From an optimization exercise on the open Yosys and OpenROAD flow, aimed at a short achievable clock period; shortcuts taken in it are not production practice. At most, simulation tests tie the RTL to the original design; equivalence was not proved. Power is estimated from default activity; no workload was simulated.

// mwf1_rx
module mwf1_rx (
    input  wire        clk,
    input  wire        rst,
    input  wire        rx_valid,
    input  wire [7:0]  rx_data,
    output wire        rx_ready,
    output wire        tx_valid,
    output wire [7:0]  tx_data,
    input  wire        tx_ready,
    output wire        pay_we,
    output wire [14:0] pay_addr,
    output wire [7:0]  pay_wdata,
    output wire        frm_valid,
    output wire [14:0] frm_len,
    input  wire        frm_ready,
    output wire [1:0]  st_phase,
    output wire [1:0]  st_rx_state
);
export LEC_CHECK = 0
export CAP_MARGIN = 20
export CORE_MARGIN = 2
export CORE_UTILIZATION = 40
export PLACE_DENSITY = 0.6
export SETUP_SLACK_MARGIN = 2.3
export SLEW_MARGIN = 20
export TNS_END_PERCENT = 100
create_clock -name core_clock -period 4.0 [get_ports {clk}]
run.sh (not shown) runs the stock make flow with config.mk's settings and CLKGATE_MAP_FILE= SYNTH_SCRIPT=/design/flow/synth_recipe.tcl, a recipe that flattens the netlist after the stock synthesis.
Then changed:
Settings changed: CORE_UTILIZATION 40 to 70, PLACE_DENSITY 0.6 to 0.85.
After rerunning: Routed wire length increases by about 50%. Power decreases by about 1.8%. Worst setup slack degrades by 0.013 ns. Die area decreases by about 40%. Clock-buffer cell count is unchanged. Combinational power increases by 22%.
Then changed:
Settings changed: CORE_UTILIZATION 70 to 60, PLACE_DENSITY 0.85 to 0.75, SETUP_SLACK_MARGIN 2.3 to 3.0.
Outcome:
- The changed run failed in global routing (5_1_grt)
- synthesized cell count stays the same
- synthesized area is unchanged
Then changed:
Settings changed: CAP_MARGIN 20 to 0, GPL_TIMING_DRIVEN set to 1, SETUP_SLACK_MARGIN 3.0 to 2.3, SLEW_MARGIN 20 to 0.
After rerunning: The changed run finished with timing, DRC and antenna clean. Synthesized area does not change. Synthesized cell count stays the same.
Then changed:
Settings changed: CAP_MARGIN 0 to 20, GPL_TIMING_DRIVEN 1 to unset, SLEW_MARGIN 0 to 20, SYNTH_HIERARCHICAL set to 1.
Global-route usage grows by 2.4 points.
Clock-buffer cell count grows by 7.
Via count grows by 9.8%.
Die area grows by 3.2%.
Power grows by 0.79%.
Synthesized area grows by 3.3%.
Sequential share of layout area shrinks by 3.4 points.
Hold slack gets better by 0.020 ns.

The RTL this note starts from:
==> flow/design.v <==
module mwf1_crc32 (
    input  wire [31:0] s,
    input  wire [7:0]  b,
    output reg  [31:0] o
);
    integer i;
    reg [31:0] t;
    always @* begin
        t = s ^ {24'd0, b};
        for (i = 0; i < 8; i = i + 1) begin
            if (t[0])
                t = (t >> 1) ^ 32'hEDB88320;
            else
                t = t >> 1;
        end
        o = t;
    end
endmodule
module mwf1_rx (
    input  wire        clk,
    input  wire        rst,
    input  wire        rx_valid,
    input  wire [7:0]  rx_data,
    output wire        rx_ready,
    output wire        tx_valid,
    output wire [7:0]  tx_data,
    input  wire        tx_ready,
    output wire        pay_we,
    output wire [14:0] pay_addr,
    output wire [7:0]  pay_wdata,
    output wire        frm_valid,
    output wire [14:0] frm_len,
    input  wire        frm_ready,
    output wire [1:0]  st_phase,
    output wire [1:0]  st_rx_state
);
    localparam [15:0] MAXLEN = 16'd26937;    
    reg        ph_rx, ph_dis, ph_ack;
    reg [1:0]  ph_enc;
    reg        s_seek, s_len, s_pay, s_crc;
    reg [1:0]  s_enc;
    reg        pw_en;           
    reg [1:0]  mpre;
    reg        wne;
    reg [1:0]  fc;
    reg [7:0]  len_lo, len_hi;
    reg        len_pre;         
    reg [14:0] frm_len_r;
    reg [14:0] lm1;             
    reg [14:0] pay_cnt;
    reg [7:0]  d_r;
    reg        p_v;
    reg [31:0] crc;
    reg [7:0]  c0;
    reg        cm;
    reg [15:0] tmr;
    reg [7:0]  q0, q1, q2;
    reg [1:0]  ac;
    wire fire = rx_valid;       
    wire [31:0] crc_fold;
    mwf1_crc32 u_crc (.s(crc), .b(d_r), .o(crc_fold));
    wire b_4d = (rx_data == 8'h4D);
    wire b_57 = (rx_data == 8'h57);
    wire b_46 = (rx_data == 8'h46);
    wire b_31 = (rx_data == 8'h31);
    wire b_00 = (rx_data == 8'h00);
    reg [7:0] exp_b;
    always @* begin
        case (fc)
            2'd1:    exp_b = ~crc[15:8];
            2'd2:    exp_b = ~crc[23:16];
            default: exp_b = ~crc[31:24];
        endcase
    end
    wire b_exp = (rx_data == exp_b);
    wire c0_ok = (c0 == ~crc[7:0]);
    wire magic_hit = (mpre == 2'd3) && b_31;
    reg  [1:0] mpre_n;
    always @* begin
        case (mpre)
            2'd0: mpre_n = b_4d ? 2'd1 : 2'd0;
            2'd1: mpre_n = b_57 ? 2'd2 : (b_4d ? 2'd1 : 2'd0);
            2'd2: mpre_n = b_46 ? 2'd3 : (b_4d ? 2'd1 : 2'd0);
            default: mpre_n = b_4d ? 2'd1 : 2'd0;   
        endcase
    end
    wire [15:0] len16   = {len_hi, len_lo};
    wire        len_rng = (len16 >= 16'd9) && (len16 <= MAXLEN);
    wire        len_ok  = len_pre && b_00;
    wire        crc_ok  = cm && b_exp;
    wire        pay_last = (pay_cnt == lm1);
    wire ge32    = |tmr[15:5];
    wire ge48    = (|tmr[15:6]) || (tmr[5] && tmr[4]);
    wire ge40000 = (tmr >= 16'd40000);
    wire t_ge    = (s_seek & ge48) | ((s_len | s_crc) & ge32) | (s_pay & ge40000);
    wire expire  = t_ge && (!s_seek || wne);
    wire [15:0] tmr_inc = (&tmr) ? tmr : tmr + 16'd1;
    wire f_last = (fc == 2'd3);
    always @(posedge clk) begin
        d_r <= rx_data;
        p_v <= !rst && ph_rx && s_pay && fire;
        if (p_v)
            crc <= crc_fold;
        if (rst) begin
            ph_rx   <= 1'b1;
            ph_dis  <= 1'b0;
            ph_ack  <= 1'b0;
            ph_enc  <= 2'd1;
            s_seek  <= 1'b1;
            s_len   <= 1'b0;
            s_pay   <= 1'b0;
            s_crc   <= 1'b0;
            s_enc   <= 2'd0;
            pw_en   <= 1'b0;
            mpre    <= 2'd0;
            wne     <= 1'b0;
            fc      <= 2'd0;
            pay_cnt <= 15'd0;
            crc     <= 32'hFFFFFFFF;
            tmr     <= 16'd0;
            ac      <= 2'd0;
        end else if (ph_rx) begin
            if (fire) begin
                tmr <= tmr_inc;
                if (s_seek) begin
                    tmr <= 16'd0;
                    if (magic_hit) begin
                        mpre   <= 2'd0;
                        wne    <= 1'b0;
                        fc     <= 2'd0;
                        s_seek <= 1'b0;
                        s_len  <= 1'b1;
                        s_enc  <= 2'd1;
                    end else begin
                        mpre <= mpre_n;
                        wne  <= 1'b1;
                    end
                end
                if (s_len) begin
                    fc <= fc + 2'd1;
                    case (fc)
                        2'd0: len_lo  <= rx_data;
                        2'd1: len_hi  <= rx_data;
                        2'd2: len_pre <= b_00 && len_rng;
                        default: ;
                    endcase
                    if (f_last) begin
                        tmr   <= 16'd0;
                        s_len <= 1'b0;
                        if (len_ok) begin
                            frm_len_r <= len16[14:0];
                            lm1       <= len16[14:0] - 15'd1;
                            pay_cnt   <= 15'd0;
                            crc       <= 32'hFFFFFFFF;
                            s_pay     <= 1'b1;
                            s_enc     <= 2'd2;
                            pw_en     <= 1'b1;
                        end else begin
                            q0     <= 8'h45;
                            q1     <= 8'h52;
                            q2     <= 8'h4C;
                            ac     <= 2'd3;
                            ph_rx  <= 1'b0;
                            ph_ack <= 1'b1;
                            ph_enc <= 2'd3;
                            s_seek <= 1'b1;
                            s_enc  <= 2'd0;
                        end
                    end
                end
                if (s_pay) begin
                    pay_cnt <= pay_cnt + 15'd1;
                    if (pay_last) begin
                        fc    <= 2'd0;
                        tmr   <= 16'd0;
                        s_pay <= 1'b0;
                        s_crc <= 1'b1;
                        s_enc <= 2'd3;
                        pw_en <= 1'b0;
                    end
                end
                if (s_crc) begin
                    fc <= fc + 2'd1;
                    case (fc)
                        2'd0: c0 <= rx_data;
                        2'd1: cm <= c0_ok && b_exp;
                        2'd2: cm <= cm && b_exp;
                        default: ;
                    endcase
                    if (f_last) begin
                        tmr    <= 16'd0;
                        s_crc  <= 1'b0;
                        s_seek <= 1'b1;
                        s_enc  <= 2'd0;
                        ph_rx  <= 1'b0;
                        if (crc_ok) begin
                            ph_dis <= 1'b1;
                            ph_enc <= 2'd2;
                        end else begin
                            q0     <= 8'h45;
                            q1     <= 8'h52;
                            q2     <= 8'h43;
                            ac     <= 2'd3;
                            ph_ack <= 1'b1;
                            ph_enc <= 2'd3;
                        end
                    end
                end
            end else if (expire) begin
                tmr    <= 16'd0;
                mpre   <= 2'd0;
                wne    <= 1'b0;
                fc     <= 2'd0;
                s_seek <= 1'b1;
                s_len  <= 1'b0;
                s_pay  <= 1'b0;
                s_crc  <= 1'b0;
                s_enc  <= 2'd0;
                pw_en  <= 1'b0;
            end else begin
                tmr <= tmr_inc;
            end
        end else if (ph_dis) begin
            if (frm_ready) begin
                q0     <= 8'h4F;
                q1     <= 8'h4B;
                ac     <= 2'd2;
                ph_dis <= 1'b0;
                ph_ack <= 1'b1;
                ph_enc <= 2'd3;
            end
        end else begin  
            if (tx_ready) begin
                q0 <= q1;
                q1 <= q2;
                ac <= ac - 2'd1;
                if (ac == 2'd1) begin
                    ph_ack <= 1'b0;
                    ph_rx  <= 1'b1;
                    ph_enc <= 2'd1;
                    pw_en  <= s_pay;
                end
            end
        end
    end
    assign rx_ready    = ph_rx;
    assign tx_valid    = ph_ack;
    assign tx_data     = q0;
    assign pay_we      = rx_valid && pw_en;
    assign pay_addr    = pay_cnt;
    assign pay_wdata   = rx_data;
    assign frm_valid   = ph_dis;
    assign frm_len     = frm_len_r;
    assign st_phase    = ph_enc;
    assign st_rx_state = s_enc;
endmodule
clock: 4.0 ns
lec_check: 0
cap_margin: 20
core_margin: 2
core_utilization: 40
place_density: 0.6
setup_slack_margin: 2.4
slew_margin: 20
tns_end_percent: 100
The baseline completed without violations.
Change:
--- a/flow/config.mk
+++ b/flow/config.mk
@@ -10,5 +10,3 @@
 export CORE_UTILIZATION = 40
 export PLACE_DENSITY = 0.6
-export SETUP_SLACK_MARGIN = 2.4
 export SLEW_MARGIN = 20
-export TNS_END_PERCENT = 100
=>
- hold slack stays flat
- cell count falls by roughly a tenth
- utilization falls by 13 points
- fmax falls by about a fifth
- sequential power is about the same
- synthesized area does not change
- sequential share of layout area rises by 7.7 points
- count of clock-buffer cells in the layout rises by 2
Function was not checked in any run of this note: the RTL went through the layout flow alone.

[re-timing with driven ports]
The results above use ideal ports. As a check the final layouts listed here were re-extracted and re-timed, cells and wires unchanged. Step 1, drivers: a clkbuf_16 drives clk and a buf_2 each remaining input, both assumed. Step 2 moves the port delays by t, midway between the first and last clock arrival at a register: inputs arrive t later, outputs are due t later. That takes back most of the time a late clock gives input paths. a / b / c = ideal / step 1 / step 2; a / b = the first two.
| run | shift t [ns] | slack for setup (ns) | clock arrival spread, ns | worst slew at a driven data input, ns |
|---|---|---|---|---|
| the first run of note 1 | 0.550 | 1.975 / 1.940 / 1.607 | 0.013 / 0.013 | 0.06 |
| the second run of note 1 | 0.554 | 1.962 / 1.913 / 1.470 | 0.021 / 0.021 | 0.09 |
| the fourth run of note 1 | 0.537 | 2.067 / 2.019 / 1.647 | 0.023 / 0.022 | 0.09 |
| the fifth run of note 1 | 0.546 | 2.050 / 2.000 / 1.583 | 0.014 / 0.015 | 0.06 |
| the first run of note 2 | 0.470 | 1.535 / 1.535 / 1.197 | 0.012 / 0.011 | 0.08 |
| the second run of note 2 | 0.466 | 0.910 / 0.918 / 0.470 | 0.015 / 0.015 | 0.03 |
After both steps every run listed still meets setup and hold. For the second run of note 1, which loses most, drivers alone change the setup slack by -0.049 ns; drivers and shift together by -0.492 ns.
